From an optimization exercise on the open Yosys and OpenROAD flow, aimed at a short achievable clock period and few clock cycles; shortcuts taken in it are not production practice. In this exercise RTL edits were held to simulation tests only and were not proved equivalent to the original.

## the previous run
## pxc_decoder
module pxc_decoder (
    input             clk,
    input             rst,
    input             start,
    input      [3:0]  op,
    input      [4:0]  fmt,
    input      [10:0] width,
    input      [10:0] height,
    input      [23:0] in_len,
    output            busy,
    output reg        done,
    output reg [2:0]  sel_codec,
    output reg        sel_ov,
    output reg        sel_lr,
    output reg [1:0]  err,
    output reg [10:0] err_info,
    output reg        w_rsvd,
    output reg        w_dim,
    output reg        w_fmt,
    output reg        w_trunc,
    output reg        w_fallback,
    output reg [31:0] hdr,
    output            in_re,
    output     [21:0] in_addr,
    input      [31:0] in_rdata,
    output            pal_re,
    output     [7:0]  pal_raddr,
    input      [31:0] pal_rdata,
    output reg        pal_we,
    output reg [7:0]  pal_waddr,
    output reg [31:0] pal_wdata,
    output reg        out_we,
    output reg [21:0] out_addr,
    output reg [31:0] out_data
);
clock: 6.5 ns
lec_check: 0
abc_clock_period_in_ps: 1800
cap_margin: 40
core_margin: 2
core_utilization: 50
place_density: 0.65
setup_slack_margin: 3.8
slew_margin: 40
run.sh (not shown) runs the stock make flow with config.mk's settings and CLKGATE_MAP_FILE= SYNTH_SCRIPT=/design/flow/synth_recipe.tcl, a recipe that flattens the netlist after the stock synthesis.
Testbench counts of the previous run, summed over its fixed seeds: cycles 86,281.
What the current run does differently from the previous run at the input level:
diff --git a/flow/design.v b/flow/design.v
--- a/flow/design.v
+++ b/flow/design.v
@@ -295,17 +295,19 @@
         f_sl2 = 16'd0;
         for (gk = 0; gk < 16; gk = gk + 1)
             f_sl2 = f_sl2 | (vld[16*gk +: 16] & {16{fg2_oh[gk]}});
     end
     wire [31:0] f_win_nx = f_adv ? {(f_beyond2 ? 16'hFFFF : f_sl2 | f_set2),
                                     f_win[31:16] | f_set[31:16]}
                                  : f_win | f_set;
-    wire [3:0] fga = (state == S_IX && f_adv) ? fg1 : fg;
-    wire [3:0] fgb = (state == S_IX && f_adv) ? fg2[3:0] : fg1;
-    wire [4:0] fgc = (state == S_IX && f_adv) ? fg2 + 5'd1 : fg2;
+    wire       f_adv_e = (state == S_IX) && f_adv;
+    wire       x_in0   = (x_hoh & fg_oh)  != 16'd0;     
+    wire       x_in1   = (x_hoh & fg1_oh) != 16'd0;     
+    wire       x_in2   = (x_hoh & fg2_oh) != 16'd0;     
+    wire       x_in3   = (x_hoh & {fg2_oh[14:0], 1'b0}) != 16'd0;    
     integer    gj;
     reg        x_vld;
     integer    gi;
     always @(*) begin
         x_vld = 1'b0;
         for (gi = 0; gi < 16; gi = gi + 1)
             x_vld = x_vld | (x_hoh[gi] && ((vld[16*gi +: 16] & x_loh) != 16'd0));
@@ -662,16 +664,16 @@
         else                in_addr_r <= {13'd0, p_addr};
         if (miss) a_ldi <= y_idx;
         else      a_ldi <= p_ent;
         a_pidx <= y_idx;
         y_idx  <= x_idx;
         y_hoh  <= x_hoh;
         y_loh  <= x_loh;
-        y_wm   <= {(x_idx[7:4] == fgb) ? x_loh : 16'd0, (x_idx[7:4] == fga) ? x_loh : 16'd0};
-        y_w2   <= (!fgc[4] && x_idx[7:4] == fgc[3:0]) ? x_loh : 16'd0;
+        y_wm   <= {x_loh & {16{f_adv_e ? x_in2 : x_in1}}, x_loh & {16{f_adv_e ? x_in1 : x_in0}}};
+        y_w2   <= x_loh & {16{f_adv_e ? x_in3 : x_in2}};
         y_last <= x_last;
         y_addr <= {1'b0, x_idx} + g_b0;
         y_hr   <= x_vld || (y_v && y_idx == x_idx) || (do_fill && p_ent == x_idx);
         if (x_pop) begin
             fq0 <= (q_push && fq_n[1:0] == 2'b01) ? in_rdata : fq1;
             fq1 <= (q_push && fq_n[2:1] == 2'b01) ? in_rdata : fq2;
             fq2 <= (q_push && fq_n[3:2] == 2'b01) ? in_rdata : fq3;
==> comparison <==
The current run completed; timing, DRC and antenna clean
Compared the current run against the previous run; hold slack within noise.
On final period demand of the worst path: between the previous run and the current run, it ends up lower for the previous run.
Comparing the previous run and the current run, synthesis-to-finish area growth is lower on the previous run.
The current run: number of signal-net buffers in the layout 16 below the previous run
Of the previous run and the current run, the run reporting the higher global-route usage was the previous run.
Diff the previous run..the current run | inserted tap cell count | unchanged
Cmp the current run vs the previous run: standard cell area after detailed placement lower in the current run
When the current run is measured against the previous run, its multiplexer fraction of the synthesized cell area turns out 0.16 points lower.
Area of the die for the current run: about 0.6% down relative to the previous run
Diff the previous run and the current run: synthesized netlist cell count higher in the previous run
Compared the current run against the previous run; total detailed-routing wirelength within noise.
Utilization up 0.41 points in the current run wrt the previous run
Testbench counts of the current run, summed over its fixed seeds: cycles 86,281.

[port drivers added, routing unchanged]
The flow's constraints put no driver on any port. The routed layouts listed below were extracted and timed again, unchanged, in two steps. Step 1 (the two cells are an assumption about what drives the block):
set clk [get_ports {clk}]
set_driving_cell -lib_cell sky130_fd_sc_hd__clkbuf_16 $clk
set_driving_cell -lib_cell sky130_fd_sc_hd__buf_2 [delete_from_list [all_inputs] $clk]
Step 2, shift: input delay + t, output delay - t, t = (earliest + latest rising clock arrival at the registers) / 2. This alone moves slack from input paths to output paths. Three values: ideal, step 1, step 2; two values: the first two.
run	t, ns	setup WS [ns]	cell pins on the clock port's net
the previous run	0.903	3.651 / 3.651 / 2.865	1
the current run	0.885	3.632 / 3.632 / 3.068	1
After both steps every run listed still meets setup and hold. For the previous run, which loses most, drivers alone change the setup slack by 0.000 ns; drivers and shift together by -0.786 ns.
